From an optimization exercise on the open Yosys and OpenROAD flow, aimed at small area, a short achievable clock period and few clock cycles; shortcuts taken in it are not production practice. Function was checked by simulation only, so behaviour that the tests miss may differ from the original. Power and IR drop assume default switching activity.

[flow/config.mk]
export PLATFORM = sky130hd
export DESIGN_NAME = asmemu_cpu
export DESIGN_NICKNAME = asmemu_cpu
export VERILOG_FILES = /design/flow/design.v
export SDC_FILE = /design/flow/constraint.sdc
export NUM_CORES = 4
export LEC_CHECK = 0
export CAP_MARGIN = 20
export CORE_MARGIN = 2
export CORE_UTILIZATION = 30
export PLACE_DENSITY = 0.5
export SLEW_MARGIN = 20
[flow/constraint.sdc]
create_clock -name core_clock -period 14.0 [get_ports {clk}]
set_input_delay 2.8000 -clock core_clock [delete_from_list [all_inputs] [get_ports {clk}]]
set_output_delay 2.8000 -clock core_clock [all_outputs]
set_load 0.01 [all_outputs]
[flow/design.v]
module asmemu_cpu (
    input  wire        clk,
    input  wire        rst,
    output reg         mem_req,
    output reg         mem_we,
    output reg  [15:0] mem_addr,
    output reg  [7:0]  mem_wdata,
    input  wire        mem_ready,
    input  wire [7:0]  mem_rdata,
    output reg         out_valid,
    output reg  [7:0]  out_data,
    output wire        halted,
    output wire        faulted,
    output wire [2:0]  fault_code,
    input  wire [3:0]  dbg_sel,
    output reg  [15:0] dbg_data
);
    localparam [3:0] S_FETCH  = 4'd0,
                     S_FDATA  = 4'd1,
                     S_DECODE = 4'd2,
                     S_RD     = 4'd3,
                     S_RDATA  = 4'd4,
                     S_DIV    = 4'd5,
                     S_EXEC   = 4'd6,
                     S_WR     = 4'd7,
                     S_STR    = 4'd8,
                     S_STRD   = 4'd9,
                     S_HALT   = 4'd10,
                     S_FAULT  = 4'd11;
    localparam [2:0] FLT_IP   = 3'd1,
                     FLT_MEM  = 3'd2,
                     FLT_DIV0 = 3'd3,
                     FLT_DOVF = 3'd4,
                     FLT_OPC  = 3'd5;
    localparam [3:0] F_N = 4'd0, F_RR = 4'd1, F_RI = 4'd2, F_RM = 4'd3,
                     F_RX = 4'd4, F_MI = 4'd5, F_XI = 4'd6, F_R = 4'd7,
                     F_M = 4'd8, F_X = 4'd9, F_J8 = 4'd10, F_J16 = 4'd11,
                     F_I8 = 4'd12;
    localparam [3:0] K_MOV = 4'd0, K_ADD = 4'd1, K_SUB = 4'd2, K_CMP = 4'd3,
                     K_AND = 4'd4, K_OR = 4'd5, K_XOR = 4'd6, K_INC = 4'd7,
                     K_DEC = 4'd8, K_NOT = 4'd9, K_MUL = 4'd10, K_DIV = 4'd11,
                     K_JCC = 4'd12, K_JMP = 4'd13, K_LOOP = 4'd14, K_SYS = 4'd15;
    reg [15:0] regs [0:7];      
    reg [15:0] ip;              
    reg        cf, zf, sf;
    reg [3:0]  state;
    reg [2:0]  fcode;
    reg [16:0] cursor;          
    reg [2:0]  nbytes;          
    reg [7:0]  opcode;
    reg [7:0]  b1, b2, b3, b4;
    reg [15:0] mdata;           
    reg        mcnt;            
    reg [15:0] wbuf;            
    reg        wlen2;           
    reg [16:0] ea_r;            
    reg [16:0] strp;            
    reg [15:0] drem;
    reg [15:0] dquo;
    reg [15:0] dvs;
    reg [4:0]  dcnt;
    assign halted     = (state == S_HALT);
    assign faulted    = (state == S_FAULT);
    assign fault_code = fcode;
    wire [7:0] dop = (state == S_FDATA && nbytes == 3'd0) ? mem_rdata : opcode;
    reg        l_valid;
    reg [2:0]  l_len;
    always @* begin
        l_valid = 1'b1;
        case (dop)
            8'h90, 8'hC3, 8'hF4:
                l_len = 3'd1;
            8'h0A, 8'h10, 8'h20, 8'h22, 8'h30, 8'h32, 8'h38,        
            8'h40, 8'h41, 8'hF6, 8'hF7, 8'hF8,                      
            8'h72, 8'h73, 8'h74, 8'h75, 8'h76, 8'h77,
            8'h7C, 8'h7D, 8'h7E, 8'h7F, 8'hE2,                      
            8'hCD:                                                  
                l_len = 3'd2;
            8'hA4, 8'hA6, 8'hA8, 8'hAA, 8'hAC, 8'hE9:               
                l_len = 3'd3;
            8'h0B, 8'h11, 8'h21, 8'h23, 8'h31, 8'h33, 8'h39,        
            8'h0C, 8'h8B, 8'h89, 8'h24, 8'h26, 8'h34, 8'h36, 8'h3A,  
            8'hC6,                                                  
            8'hA5, 8'hA7, 8'hA9, 8'hAB, 8'hAD:                      
                l_len = 3'd4;
            8'h0D, 8'h8A, 8'h88, 8'h25, 8'h27, 8'h35, 8'h37, 8'h3B,  
            8'hC7:                                                  
                l_len = 3'd5;
            default: begin
                l_valid = 1'b0;
                l_len   = 3'd1;
            end
        endcase
    end
    reg [3:0]  d_fmt;
    reg [3:0]  d_kind;
    reg        d_store;         
    reg        d_halt;
    always @* begin
        d_fmt   = F_N;
        d_kind  = K_SYS;
        d_store = 1'b0;
        d_halt  = 1'b0;
        case (opcode)
            8'h0A: begin d_fmt = F_RR; d_kind = K_OR;  end
            8'h0B: begin d_fmt = F_RI; d_kind = K_OR;  end
            8'h0C: begin d_fmt = F_RM; d_kind = K_OR;  end
            8'h0D: begin d_fmt = F_RX; d_kind = K_OR;  end
            8'h10: begin d_fmt = F_RR; d_kind = K_MOV; end
            8'h11: begin d_fmt = F_RI; d_kind = K_MOV; end
            8'h20: begin d_fmt = F_RR; d_kind = K_ADD; end
            8'h21: begin d_fmt = F_RI; d_kind = K_ADD; end
            8'h22: begin d_fmt = F_RR; d_kind = K_AND; end
            8'h23: begin d_fmt = F_RI; d_kind = K_AND; end
            8'h24: begin d_fmt = F_RM; d_kind = K_ADD; end
            8'h25: begin d_fmt = F_RX; d_kind = K_ADD; end
            8'h26: begin d_fmt = F_RM; d_kind = K_AND; end
            8'h27: begin d_fmt = F_RX; d_kind = K_AND; end
            8'h30: begin d_fmt = F_RR; d_kind = K_SUB; end
            8'h31: begin d_fmt = F_RI; d_kind = K_SUB; end
            8'h32: begin d_fmt = F_RR; d_kind = K_XOR; end
            8'h33: begin d_fmt = F_RI; d_kind = K_XOR; end
            8'h34: begin d_fmt = F_RM; d_kind = K_SUB; end
            8'h35: begin d_fmt = F_RX; d_kind = K_SUB; end
            8'h36: begin d_fmt = F_RM; d_kind = K_XOR; end
            8'h37: begin d_fmt = F_RX; d_kind = K_XOR; end
            8'h38: begin d_fmt = F_RR; d_kind = K_CMP; end
            8'h39: begin d_fmt = F_RI; d_kind = K_CMP; end
            8'h3A: begin d_fmt = F_RM; d_kind = K_CMP; end
            8'h3B: begin d_fmt = F_RX; d_kind = K_CMP; end
            8'h40: begin d_fmt = F_R;  d_kind = K_INC; end
            8'h41: begin d_fmt = F_R;  d_kind = K_DEC; end
            8'h72, 8'h73, 8'h74, 8'h75, 8'h76, 8'h77,
            8'h7C, 8'h7D, 8'h7E, 8'h7F:
                   begin d_fmt = F_J8; d_kind = K_JCC; end
            8'h88: begin d_fmt = F_RX; d_kind = K_MOV; d_store = 1'b1; end
            8'h89: begin d_fmt = F_RM; d_kind = K_MOV; d_store = 1'b1; end
            8'h8A: begin d_fmt = F_RX; d_kind = K_MOV; end
            8'h8B: begin d_fmt = F_RM; d_kind = K_MOV; end
            8'h90: begin d_fmt = F_N;  d_kind = K_SYS; end
            8'hA4: begin d_fmt = F_M;  d_kind = K_INC; end
            8'hA5: begin d_fmt = F_X;  d_kind = K_INC; end
            8'hA6: begin d_fmt = F_M;  d_kind = K_DEC; end
            8'hA7: begin d_fmt = F_X;  d_kind = K_DEC; end
            8'hA8: begin d_fmt = F_M;  d_kind = K_NOT; end
            8'hA9: begin d_fmt = F_X;  d_kind = K_NOT; end
            8'hAA: begin d_fmt = F_M;  d_kind = K_MUL; end
            8'hAB: begin d_fmt = F_X;  d_kind = K_MUL; end
            8'hAC: begin d_fmt = F_M;  d_kind = K_DIV; end
            8'hAD: begin d_fmt = F_X;  d_kind = K_DIV; end
            8'hC3: begin d_fmt = F_N;  d_kind = K_SYS; end
            8'hC6: begin d_fmt = F_MI; d_kind = K_MOV; d_store = 1'b1; end
            8'hC7: begin d_fmt = F_XI; d_kind = K_MOV; d_store = 1'b1; end
            8'hCD: begin d_fmt = F_I8; d_kind = K_SYS; end
            8'hE2: begin d_fmt = F_J8; d_kind = K_LOOP; end
            8'hE9: begin d_fmt = F_J16; d_kind = K_JMP; end
            8'hF4: begin d_fmt = F_N;  d_kind = K_SYS; d_halt = 1'b1; end
            8'hF6: begin d_fmt = F_R;  d_kind = K_MUL; end
            8'hF7: begin d_fmt = F_R;  d_kind = K_DIV; end
            8'hF8: begin d_fmt = F_R;  d_kind = K_NOT; end
            default: ;
        endcase
    end
    reg [3:0]  f_reg, f_src, f_idx;
    reg        f_badid;
    reg [15:0] f_base;
    reg        f_indexed;
    reg        f_regop;       
    reg [15:0] f_imm;
    always @* begin
        f_reg     = 4'd0;
        f_src     = 4'd0;
        f_idx     = 4'd0;
        f_badid   = 1'b0;
        f_base    = 16'd0;
        f_indexed = 1'b0;
        f_regop   = 1'b0;
        f_imm     = 16'd0;
        case (d_fmt)
            F_RR: begin f_reg = b1[7:4]; f_src = b1[3:0]; f_regop = 1'b1; end
            F_RI: begin f_reg = b1[3:0]; f_badid = (b1[7:4] != 4'd0);
                        f_imm = {b3, b2}; f_regop = 1'b1; end
            F_RM: begin f_reg = b1[3:0]; f_badid = (b1[7:4] != 4'd0);
                        f_base = {b3, b2}; f_regop = 1'b1; end
            F_RX: begin f_reg = b1[3:0]; f_idx = b2[3:0];
                        f_badid = (b1[7:4] != 4'd0) || (b2[7:4] != 4'd0);
                        f_base = {b4, b3}; f_indexed = 1'b1; f_regop = 1'b1; end
            F_MI: begin f_base = {b2, b1}; f_imm = {8'd0, b3}; end
            F_XI: begin f_idx = b1[3:0]; f_badid = (b1[7:4] != 4'd0);
                        f_base = {b3, b2}; f_indexed = 1'b1; f_imm = {8'd0, b4}; end
            F_R:  begin f_reg = b1[3:0]; f_badid = (b1[7:4] != 4'd0); f_regop = 1'b1; end
            F_M:  begin f_base = {b2, b1}; end
            F_X:  begin f_idx = b1[3:0]; f_badid = (b1[7:4] != 4'd0);
                        f_base = {b3, b2}; f_indexed = 1'b1; end
            default: ;
        endcase
    end
    reg [15:0] x_reg, x_src, x_idx;
    always @* begin
        if (f_reg[3])       x_reg = regs[f_reg[2:0]];
        else if (f_reg[2])  x_reg = {8'd0, regs[{1'b0, f_reg[1:0]}][15:8]};
        else                x_reg = {8'd0, regs[{1'b0, f_reg[1:0]}][7:0]};
        if (f_src[3])       x_src = regs[f_src[2:0]];
        else if (f_src[2])  x_src = {8'd0, regs[{1'b0, f_src[1:0]}][15:8]};
        else                x_src = {8'd0, regs[{1'b0, f_src[1:0]}][7:0]};
        if (f_idx[3])       x_idx = regs[f_idx[2:0]];
        else if (f_idx[2])  x_idx = {8'd0, regs[{1'b0, f_idx[1:0]}][15:8]};
        else                x_idx = {8'd0, regs[{1'b0, f_idx[1:0]}][7:0]};
    end
    wire [15:0] r_ax = regs[0];
    wire [15:0] r_cx = regs[1];
    wire [15:0] r_dx = regs[2];
    wire        w16  = f_regop & f_reg[3];
    wire [15:0] wmask = w16 ? 16'hFFFF : 16'h00FF;
    wire [16:0] ea = {1'b0, f_base} + (f_indexed ? {1'b0, x_idx} : 17'd0);
    wire has_mem   = (d_fmt == F_RM) || (d_fmt == F_RX) || (d_fmt == F_MI) ||
                     (d_fmt == F_XI) || (d_fmt == F_M)  || (d_fmt == F_X);
    wire mem_read  = has_mem && !d_store;
    wire mem_two   = ((d_fmt == F_RM) || (d_fmt == F_RX)) && f_reg[3];
    wire mem_oob   = ea[16] || (mem_two && (ea[15:0] == 16'hFFFF));
    wire rmw       = ((d_fmt == F_M) || (d_fmt == F_X)) &&
                     ((d_kind == K_INC) || (d_kind == K_DEC) || (d_kind == K_NOT));
    wire [15:0] a_val = (f_regop ? x_reg : {8'd0, mdata[7:0]}) & wmask;
    reg  [15:0] b_val;
    always @* begin
        case (d_fmt)
            F_RR:    b_val = x_src & wmask;
            F_RI:    b_val = f_imm & wmask;
            default: b_val = mdata & wmask;
        endcase
    end
    reg [16:0] alu_raw;
    reg        alu_cf;
    always @* begin
        alu_raw = 17'd0;
        alu_cf  = 1'b0;
        case (d_kind)
            K_MOV: alu_raw = {1'b0, b_val};
            K_ADD: begin
                alu_raw = {1'b0, a_val} + {1'b0, b_val};
                alu_cf  = w16 ? alu_raw[16] : alu_raw[8];
            end
            K_SUB, K_CMP: begin
                alu_raw = {1'b0, a_val} - {1'b0, b_val};
                alu_cf  = (a_val < b_val);
            end
            K_AND: alu_raw = {1'b0, a_val & b_val};
            K_OR:  alu_raw = {1'b0, a_val | b_val};
            K_XOR: alu_raw = {1'b0, a_val ^ b_val};
            K_INC: begin
                alu_raw = {1'b0, a_val} + 17'd1;
                alu_cf  = (a_val == wmask);
            end
            K_DEC: begin
                alu_raw = {1'b0, a_val} - 17'd1;
                alu_cf  = (a_val == 16'd0);
            end
            K_NOT: alu_raw = {1'b0, ~a_val};
            default: ;
        endcase
    end
    wire [15:0] alu_res = alu_raw[15:0] & wmask;
    wire        alu_zf  = (alu_res == 16'd0);
    wire        alu_sf  = w16 ? alu_res[15] : alu_res[7];
    wire [15:0] mul_a = w16 ? r_ax : {8'd0, r_ax[7:0]};
    wire [15:0] mul_b = f_regop ? x_reg : {8'd0, mdata[7:0]};
    wire [31:0] prod  = mul_a * mul_b;
    wire        mul_zf = w16 ? (prod[15:0] == 16'd0) : (prod[7:0] == 8'd0);
    wire        mul_sf = w16 ? prod[15] : prod[7];
    wire        mul_cf = w16 ? (prod[31:16] != 16'd0) : (prod[15:8] != 8'd0);
    wire [15:0] div_v    = f_regop ? x_reg : {8'd0, mdata[7:0]};
    wire        div_zero = (div_v == 16'd0);
    wire        div_ovf  = w16 ? (r_dx >= div_v) : ({8'd0, r_ax[15:8]} >= div_v);
    wire [16:0] dtrial = {drem, dquo[15]};
    wire        dtake  = (dtrial >= {1'b0, dvs});
    wire [16:0] dnext  = dtake ? (dtrial - {1'b0, dvs}) : dtrial;
    reg jcc_take;
    always @* begin
        case (opcode)
            8'h74:   jcc_take = zf;
            8'h75:   jcc_take = !zf;
            8'h7C:   jcc_take = sf;
            8'h7E:   jcc_take = zf || sf;
            8'h7F:   jcc_take = !zf && !sf;
            8'h7D:   jcc_take = !sf;
            8'h72:   jcc_take = cf;
            8'h73:   jcc_take = !cf;
            8'h76:   jcc_take = cf || zf;
            default: jcc_take = !cf && !zf;    
        endcase
    end
    wire [15:0] cx_dec = r_cx - 16'd1;
    reg        take;
    reg [17:0] next_ip;
    always @* begin
        take = 1'b0;
        case (d_kind)
            K_JCC:  take = jcc_take;
            K_JMP:  take = 1'b1;
            K_LOOP: take = (cx_dec != 16'd0);
            default: ;
        endcase
        if (take && d_kind == K_JMP)
            next_ip = {1'b0, cursor} + {{2{b2[7]}}, b2, b1};
        else if (take)
            next_ip = {1'b0, cursor} + {{10{b1[7]}}, b1};
        else
            next_ip = {1'b0, cursor};
    end
    wire next_bad = next_ip[17] || next_ip[16];
    always @* begin
        mem_req   = 1'b0;
        mem_we    = 1'b0;
        mem_addr  = 16'd0;
        mem_wdata = 8'd0;
        out_valid = 1'b0;
        out_data  = 8'd0;
        case (state)
            S_FETCH: begin
                mem_req  = !cursor[16];
                mem_addr = cursor[15:0];
            end
            S_RD: begin
                mem_req  = 1'b1;
                mem_addr = ea_r[15:0] + {15'd0, mcnt};
            end
            S_WR: begin
                mem_req   = 1'b1;
                mem_we    = 1'b1;
                mem_addr  = ea_r[15:0] + {15'd0, mcnt};
                mem_wdata = mcnt ? wbuf[15:8] : wbuf[7:0];
            end
            S_STR: begin
                mem_req  = !strp[16];
                mem_addr = strp[15:0];
            end
            S_STRD: begin
                out_valid = (mem_rdata != 8'h24);
                out_data  = mem_rdata;
            end
            S_EXEC: begin
                out_valid = !next_bad && (d_fmt == F_I8) && (b1 == 8'h21) &&
                            (r_ax[15:8] == 8'h02);
                out_data  = r_dx[7:0];
            end
            default: ;
        endcase
    end
    always @* begin
        case (dbg_sel)
            4'd0, 4'd1, 4'd2, 4'd3, 4'd4, 4'd5, 4'd6, 4'd7:
                     dbg_data = regs[dbg_sel[2:0]];
            4'd8:    dbg_data = ip;
            4'd9:    dbg_data = {13'd0, sf, zf, cf};
            default: dbg_data = 16'd0;
        endcase
    end
    task automatic write_id(input [3:0] id, input [15:0] v);
        begin
            if (id[3])
                regs[id[2:0]] <= v;
            else if (id[2])
                regs[{1'b0, id[1:0]}][15:8] <= v[7:0];
            else
                regs[{1'b0, id[1:0]}][7:0] <= v[7:0];
        end
    endtask
    integer i;
    always @(posedge clk) begin
        if (rst) begin
            for (i = 0; i < 8; i = i + 1)
                regs[i] <= 16'd0;
            regs[4] <= 16'hFFFE;
            ip     <= 16'h0100;
            cursor <= 17'h00100;
            cf     <= 1'b0;
            zf     <= 1'b0;
            sf     <= 1'b0;
            fcode  <= 3'd0;
            nbytes <= 3'd0;
            mcnt   <= 1'b0;
            state  <= S_FETCH;
        end else begin
            case (state)
                S_FETCH: begin
                    if (cursor[16]) begin
                        fcode <= FLT_IP;
                        state <= S_FAULT;
                    end else if (mem_ready) begin
                        state <= S_FDATA;
                    end
                end
                S_FDATA: begin
                    case (nbytes)
                        3'd0: opcode <= mem_rdata;
                        3'd1: b1 <= mem_rdata;
                        3'd2: b2 <= mem_rdata;
                        3'd3: b3 <= mem_rdata;
                        default: b4 <= mem_rdata;
                    endcase
                    cursor <= cursor + 17'd1;
                    nbytes <= nbytes + 3'd1;
                    if (nbytes == 3'd0 && !l_valid) begin
                        fcode <= FLT_OPC;
                        state <= S_FAULT;
                    end else if (nbytes + 3'd1 == l_len) begin
                        state <= S_DECODE;
                    end else begin
                        state <= S_FETCH;
                    end
                end
                S_DECODE: begin
                    ea_r <= ea;
                    mcnt <= 1'b0;
                    if (f_badid) begin
                        fcode <= FLT_OPC;
                        state <= S_FAULT;
                    end else if (has_mem && mem_oob) begin
                        fcode <= FLT_MEM;
                        state <= S_FAULT;
                    end else if (mem_read) begin
                        state <= S_RD;
                    end else if (d_kind == K_DIV) begin
                        if (div_zero) begin
                            fcode <= FLT_DIV0;
                            ip    <= cursor[15:0];
                            state <= S_FAULT;
                        end else if (div_ovf) begin
                            fcode <= FLT_DOVF;
                            ip    <= cursor[15:0];
                            state <= S_FAULT;
                        end else begin
                            dvs   <= div_v;
                            drem  <= w16 ? r_dx : {8'd0, r_ax[15:8]};
                            dquo  <= w16 ? r_ax : {r_ax[7:0], 8'd0};
                            dcnt  <= w16 ? 5'd16 : 5'd8;
                            state <= S_DIV;
                        end
                    end else if (d_fmt == F_I8 && cursor[16]) begin
                        fcode <= FLT_IP;
                        state <= S_FAULT;
                    end else if (d_fmt == F_I8 && b1 == 8'h21 && r_ax[15:8] == 8'h09) begin
                        strp  <= {1'b0, r_dx};
                        state <= S_STR;
                    end else begin
                        state <= S_EXEC;
                    end
                end
                S_RD: begin
                    if (mem_ready)
                        state <= S_RDATA;
                end
                S_RDATA: begin
                    if (mcnt)
                        mdata[15:8] <= mem_rdata;
                    else
                        mdata <= {8'd0, mem_rdata};
                    if (mem_two && !mcnt) begin
                        mcnt  <= 1'b1;
                        state <= S_RD;
                    end else begin
                        mcnt <= 1'b0;
                        if (d_kind == K_DIV) begin
                            if (mem_rdata == 8'd0) begin
                                fcode <= FLT_DIV0;
                                ip    <= cursor[15:0];
                                state <= S_FAULT;
                            end else if (r_ax[15:8] >= mem_rdata) begin
                                fcode <= FLT_DOVF;
                                ip    <= cursor[15:0];
                                state <= S_FAULT;
                            end else begin
                                dvs   <= {8'd0, mem_rdata};
                                drem  <= {8'd0, r_ax[15:8]};
                                dquo  <= {r_ax[7:0], 8'd0};
                                dcnt  <= 5'd8;
                                state <= S_DIV;
                            end
                        end else begin
                            state <= S_EXEC;
                        end
                    end
                end
                S_DIV: begin
                    drem <= dnext[15:0];
                    dquo <= {dquo[14:0], dtake};
                    dcnt <= dcnt - 5'd1;
                    if (dcnt == 5'd1)
                        state <= S_EXEC;
                end
                S_STR: begin
                    if (strp[16]) begin
                        fcode <= FLT_MEM;
                        state <= S_FAULT;
                    end else if (mem_ready) begin
                        state <= S_STRD;
                    end
                end
                S_STRD: begin
                    if (mem_rdata == 8'h24) begin
                        state <= S_EXEC;
                    end else begin
                        strp  <= strp + 17'd1;
                        state <= S_STR;
                    end
                end
                S_EXEC: begin
                    nbytes <= 3'd0;
                    if (next_bad) begin
                        fcode <= FLT_IP;
                        state <= S_FAULT;
                    end else begin
                        ip     <= next_ip[15:0];
                        cursor <= {1'b0, next_ip[15:0]};
                        state  <= d_halt ? S_HALT : S_FETCH;
                        case (d_kind)
                            K_MOV: begin
                                if (d_store) begin
                                    wbuf  <= (d_fmt == F_MI || d_fmt == F_XI) ? f_imm : x_reg;
                                    wlen2 <= (d_fmt == F_RM || d_fmt == F_RX) && f_reg[3];
                                    mcnt  <= 1'b0;
                                    state <= S_WR;
                                end else begin
                                    write_id(f_reg, alu_res);
                                end
                            end
                            K_ADD, K_SUB, K_AND, K_OR, K_XOR, K_CMP, K_INC, K_DEC: begin
                                cf <= alu_cf;
                                zf <= alu_zf;
                                sf <= alu_sf;
                                if (rmw) begin
                                    wbuf  <= alu_res;
                                    wlen2 <= 1'b0;
                                    mcnt  <= 1'b0;
                                    state <= S_WR;
                                end else if (d_kind != K_CMP) begin
                                    write_id(f_reg, alu_res);
                                end
                            end
                            K_NOT: begin
                                if (rmw) begin
                                    wbuf  <= alu_res;
                                    wlen2 <= 1'b0;
                                    mcnt  <= 1'b0;
                                    state <= S_WR;
                                end else begin
                                    write_id(f_reg, alu_res);
                                end
                            end
                            K_MUL: begin
                                cf <= mul_cf;
                                zf <= mul_zf;
                                sf <= mul_sf;
                                regs[0] <= prod[15:0];
                                if (w16)
                                    regs[2] <= prod[31:16];
                            end
                            K_DIV: begin
                                if (w16) begin
                                    regs[0] <= dquo;
                                    regs[2] <= drem;
                                end else begin
                                    regs[0] <= {drem[7:0], dquo[7:0]};
                                end
                            end
                            K_LOOP: regs[1] <= cx_dec;
                            default: ;
                        endcase
                    end
                end
                S_WR: begin
                    if (mem_ready) begin
                        if (wlen2 && !mcnt) begin
                            mcnt <= 1'b1;
                        end else begin
                            mcnt  <= 1'b0;
                            state <= S_FETCH;
                        end
                    end
                end
                default: ;    
            endcase
        end
    end
endmodule
[flow/run.sh]
#!/bin/bash
# synth_recipe.tcl (not shown) runs the flow's synth.tcl, then flattens the netlist and writes it again
# the make line also repeats each setting of config.mk as NAME=value (left out here)
make -C /OpenROAD-flow-scripts/flow DESIGN_CONFIG=/design/flow/config.mk WORK_HOME=/design/flow/orfs CLKGATE_MAP_FILE= SYNTH_SCRIPT=/design/flow/synth_recipe.tcl finish
==> reports/qor_table.md <==
| Parameter | Reported | Unit |
|:---|:---|:---|
| PwrDens | 283 | nW/um2 |
| Hold buffer count at cts | 0 | - |
| Worst path arrival time | 12.14 | ns |
| Post-layout min period | 11.69 | ns |
| Async set-or-reset flop fraction in the synthesized netlist | 0 | - |
| Main flop type after synthesis | sky130_fd_sc_hd__edfxtp_1 | - |
| Part of the total power dissipated in the clock network | 0.094 | - |
| Weighted congestion at the end of routability-driven global placement | 1.03 | - |
| H-tree level count | 2 | - |
| Number of nets at the end of the flow | 5,345 | - |
| Vias after detailed routing | 39,800 | - |
| Die boundary height | 369 | um |
| Clock skew | 0.0339 | ns |
| Setup TNS | 0 | ns |
| Period utilisation layout | 0.835 | - |
| Number of standard-cell rows in the floorplan | 134 | - |
| Cell area after synthesis | 40,100 | um2 |
| Dominant cell type by count on the critical path | sky130_fd_sc_hd__fa_1 | - |
| Number of flip-flops in the largest register | 128 | - |
| Clk sink count | 344 | - |
| Port-buffer cells | 70 | - |
| Count of max-cap constraint violations | 0 | - |
| Start-to-end type of the worst setup path | flop to flop | - |
| Share of the yosys chip area belonging to registers | 0.244 | - |
| Die area | 136,000 | um2 |
| Iteration-0 DRC Markers | 5,889 | - |
| Gate Count Post-Synth | 4,849 | - |
| Unrepaired setup endpoints after global routing | no | - |
| Clock tree from TritonCTS | yes | - |
| Internal power | 0.00528 | W |
| Post-detailed-route via-to-cell ratio | 5.98 | - |
| Highest-delay cell along the critical path | sky130_fd_sc_hd__dfxtp_1 | - |
| Power share of the sequential group | 0.112 | - |
| Crit path required time | 14.45 | ns |
| Flip-flop and latch count after synthesis | 344 | - |
| Warning count from the yosys run | 1 | - |
| Final core area utilization | 0.337 | - |
| Source of the worst register-to-register timing path | d_fmt[1]$_DFF_P_ | - |
| Transition time at the pin with the least slew margin | 1.28 | ns |
| Delay of the slowest cell on the worst path | 0.84 | ns |
| Launch point of the critical path | d_fmt[1]$_DFF_P_ | - |
| FF-to-FF path depth | 34 | - |
| Placed Cells incl. Taps | 6,569 | - |
| Share of layout cells above drive strength 1 | 0.0826 | - |
| Clock network latency to the later pin of the worst-skew pair | 0.61 | ns |
| Setup slack of the most critical reg-to-reg path | 2.31 | ns |
| Max Slew Vio Count | 0 | - |
| Post-synth net total | 5,347 | - |
| Net switching share of the total power | 0.583 | - |
| Largest fanout on the critical path | 28 | - |
| P_leak | 18.0 | nW |
| Number of detailed-routing iterations run before antenna repair | 9 | - |
| Class of the worst hold path | flop to flop | - |
| Worst IR drop on VDD | 0.349 | mV |
| Boundary pin count | 71 | - |
| Distinct cell type count of the synthesized netlist | 100 | - |
| Number of antenna violations at the first check in global routing | 16 | - |
| Buffer levels on the longest clock path | 3 | - |
| Synth-to-Final Area Change | 11.7 | % |
| Sw Pwr | 0.00740 | W |
| Via count of the first global-routing pass | 36,900 | - |
| Post-DRT Antenna Nets | 0 | - |
| Reg clk slew, reported paths | 0.07 | ns |
| Outcome | no timing/DRC/antenna violations | - |
| Remaining Overflow, GRT | 0 | - |
| Post-CTS setup-driven buffer insertion count | 0 | - |
| Root Buffer Master | sky130_fd_sc_hd__clkbuf_16 | - |
| Hold Vio Cnt, Final | 0 | - |
| Aggregate routed wire length | 191 | mm |
| Regs by FF count | regs (128), cursor (17), strp (17) | - |
| Clock buffer count from CTS | 44 | - |
| Pin count of the biggest net entering global routing | 56 | - |
| Width of the die | 369 | um |
| Count of flip-flops with a built-in enable after synthesis | 287 | - |
| Starting Density | 0.301 | - |
| Critical Path Source Type | flop | - |
| End of the critical path | cf$_SDFFE_PP0P_ | - |
| Slew margin rel. | 0.137 | - |
| Global-route wire length before repair | 273 | mm |
| R2R Path End | cf$_SDFFE_PP0P_ | - |
| Number of cells in the finished layout apart from fillers | 6,658 | - |
| Average wire length per cell after detail routing | 28.7 | um |
| Kind of end point of the critical path | flop | - |
| Global-route usage over all layers | 0.272 | - |
| Achievable clock frequency | 0.0855 | GHz |
| Core Region | 133,000 | um2 |
| Register ranked first by flip-flop count | regs | - |
| DRC viols | 0 | - |
| Number of fill cells | 13,900 | - |
| Logic gate share of total power | 0.794 | - |
| Post-cts gate resize count | 0 | - |
| Average size of a mapped cell | 8.26 | um2 |
| Total of endpoints with negative setup slack in the final report | 0 | - |
| Final HPWL from detailed placement | 144 | mm |
==> placed cells by master (no fill, tap or decap), drive strengths merged, types with 22 or more instances in the layout <==
master         instances
dfxtp                 57
nand2                662
o21a                  29
a21oi                270
o22ai                 28
nor3                  82
ha                   283
mux2                  29
nor2b                 62
a22oi                 65
fa                   200
clkbuf                47
nand3                183
nand2b                35
a21o                  50
edfxtp               287
buf                  167
o21ai                280
nor2                 448
a221oi                39
nor4                  31
a211oi                63
clkdlybuf4s50         67
a31oi                 66
a22o                  26
o21bai                22
nand4                 26
xnor2                 86
o211ai                50
mux2i                113
and2                  92
and3                  44
inv                  423
xor2                  42
a221o                 22
mux4                  44
==> layer usage <==
| layer | track usage | wire length (um) |
|---|---|---|
| met1 | 0.372 | 79700 |
| met2 | 0.400 | 79900 |
| met3 | 0.0728 | 21200 |
| met4 | 0.119 | 10000 |
| met5 | 0.00392 | 134 |
==> worst max-delay path: cells and delay by family (launching register included) <==
| family | cells | cell delay, ns |
|---|---|---|
| buffers and inverters | 7 | 1.47 |
| multiplexers | 1 | 0.15 |
| adder cells (fa/ha/maj) | 7 | 3.27 |
| AND/OR/NAND/NOR | 12 | 2.41 |
| AO/OA/AOI/OAI | 7 | 3.34 |
| flip-flops | 1 | 0.84 |
==> area by class of cell <==
cell class	instances	area (um2)	share of cell area
tap	1768	2210	0.0494
sequential	344	9760	0.218
inverter	421	1580	0.0353
antenna	11	27.5	0.000615
clock buffer	47	1110	0.0249
clock inverter	31	348	0.00777
multi-input combinational	3802	27800	0.621
timing repair buffer	234	1920	0.0428
==> metrics by stage <==
stage	worst slack (ns)	instance area (um2)	power, W	hold WS (ns)
after floorplan	4.71	40100	0.00783	0.449
after global placement	2.61	43200	0.0111	0.511
after detailed placement	2.32	43200	0.0111	0.521
after CTS	2.28	44700	0.0124	0.534
after global routing	1.68	44700	0.0135	0.553
final	2.31	44700	0.0127	0.542
==> kinds of logic after synthesis <==
group	Yosys count	share of synthesized area
muxes	186	0.0613
AOI/OAI and AO/OA	1226	0.206
buffers and inverters	703	0.0678
xor gates and xnor gates	128	0.0280
DFF	344	0.244
and+or+nand+nor	1779	0.205
adders and majority gates	483	0.188
==> Yosys cell counts, drive strengths merged (19+ instances only) <==
cell type    n  area share
nand2      662       0.062
nor2       448       0.042
inv        418       0.039
edfxtp     287        0.22
ha         283       0.088
o21ai      280       0.035
a21oi      270       0.034
clkbuf     219       0.021
fa         200        0.10
nand3      183       0.023
mux2i      113       0.028
and2        92       0.014
xnor2       86       0.019
nor3        82       0.010
a31oi       66       0.010
a22oi       65       0.012
a211oi      63       0.012
buf         63      0.0078
nor2b       62      0.0097
dfxtp       57       0.028
a21o        50      0.0096
o211ai      50      0.0094
and3        44      0.0069
mux4        44       0.025
xor2        42      0.0092
a221oi      39      0.0087
nand2b      35      0.0055
nor4        31      0.0052
mux2        29      0.0082
o21a        29      0.0054
o22ai       28      0.0044
a22o        26      0.0057
nand4       26      0.0041
a221o       22      0.0055
o21bai      22      0.0041
or3         20      0.0031
a222oi      19      0.0047
or2         19      0.0030
==> worst min path at each step <==
stage / from / to / slack (ns) / cells after the start
3_3_place_gp: ip[15]$_SDFFE_PP0P_ / ip[15]$_SDFFE_PP0P_ / 0.51 / 2
5_1_grt: ip[15]$_SDFFE_PP0P_ / ip[15]$_SDFFE_PP0P_ / 0.55 / 2
6_report: ip[3]$_SDFFE_PP0P_ / ip[3]$_SDFFE_PP0P_ / 0.54 / 2
4_1_cts: ip[15]$_SDFFE_PP0P_ / ip[15]$_SDFFE_PP0P_ / 0.53 / 2
2_1_floorplan: ip[2]$_SDFFE_PP0P_ / ip[2]$_SDFFE_PP0P_ / 0.45 / 2
3_5_place_dp: ip[15]$_SDFFE_PP0P_ / ip[15]$_SDFFE_PP0P_ / 0.52 / 2
==> power by group through the flow <==
stage                     sequential [W]  combinational, W  clock (W)
final                            0.00142            0.0101    0.00120
after CTS                        0.00141           0.00978    0.00120
after floorplan                  0.00134           0.00649          0
after global routing             0.00143            0.0109    0.00124
after global placement           0.00143           0.00969          0
after detailed placement         0.00143           0.00972          0
Testbench counts, summed over its fixed seeds: cycles 260,589.

-- what the ideal ports hide --
How much do the figures lean on ideal ports? The routed layout below was timed once more, with nothing changed but the port constraints. Step 1: set_driving_cell puts a clkbuf_16 on clk and a buf_2 on each other input, an assumption about the parent block. Step 2 adds t to the input delays and takes it off the output delays; t is the mean of the earliest and latest rising clock arrival at the registers after step 1. Input paths then give back, and output paths get back, about the clock's delay inside the block. a / b / c = ideal ports / drivers / drivers and shift; a / b = the first two.
shift t [ns]: 0.659
slack for setup (ns): 2.308 / 2.308 / 2.308
worst setup path after step 2: register to register
slew at the worst register clock pin (ns): 0.07 / 0.07
worst data-port slew with drivers (ns): 0.04
After both steps this run still meets setup and hold. The setup slack of this run moves by 0.000 ns with the drivers and by 0.000 ns with both steps.
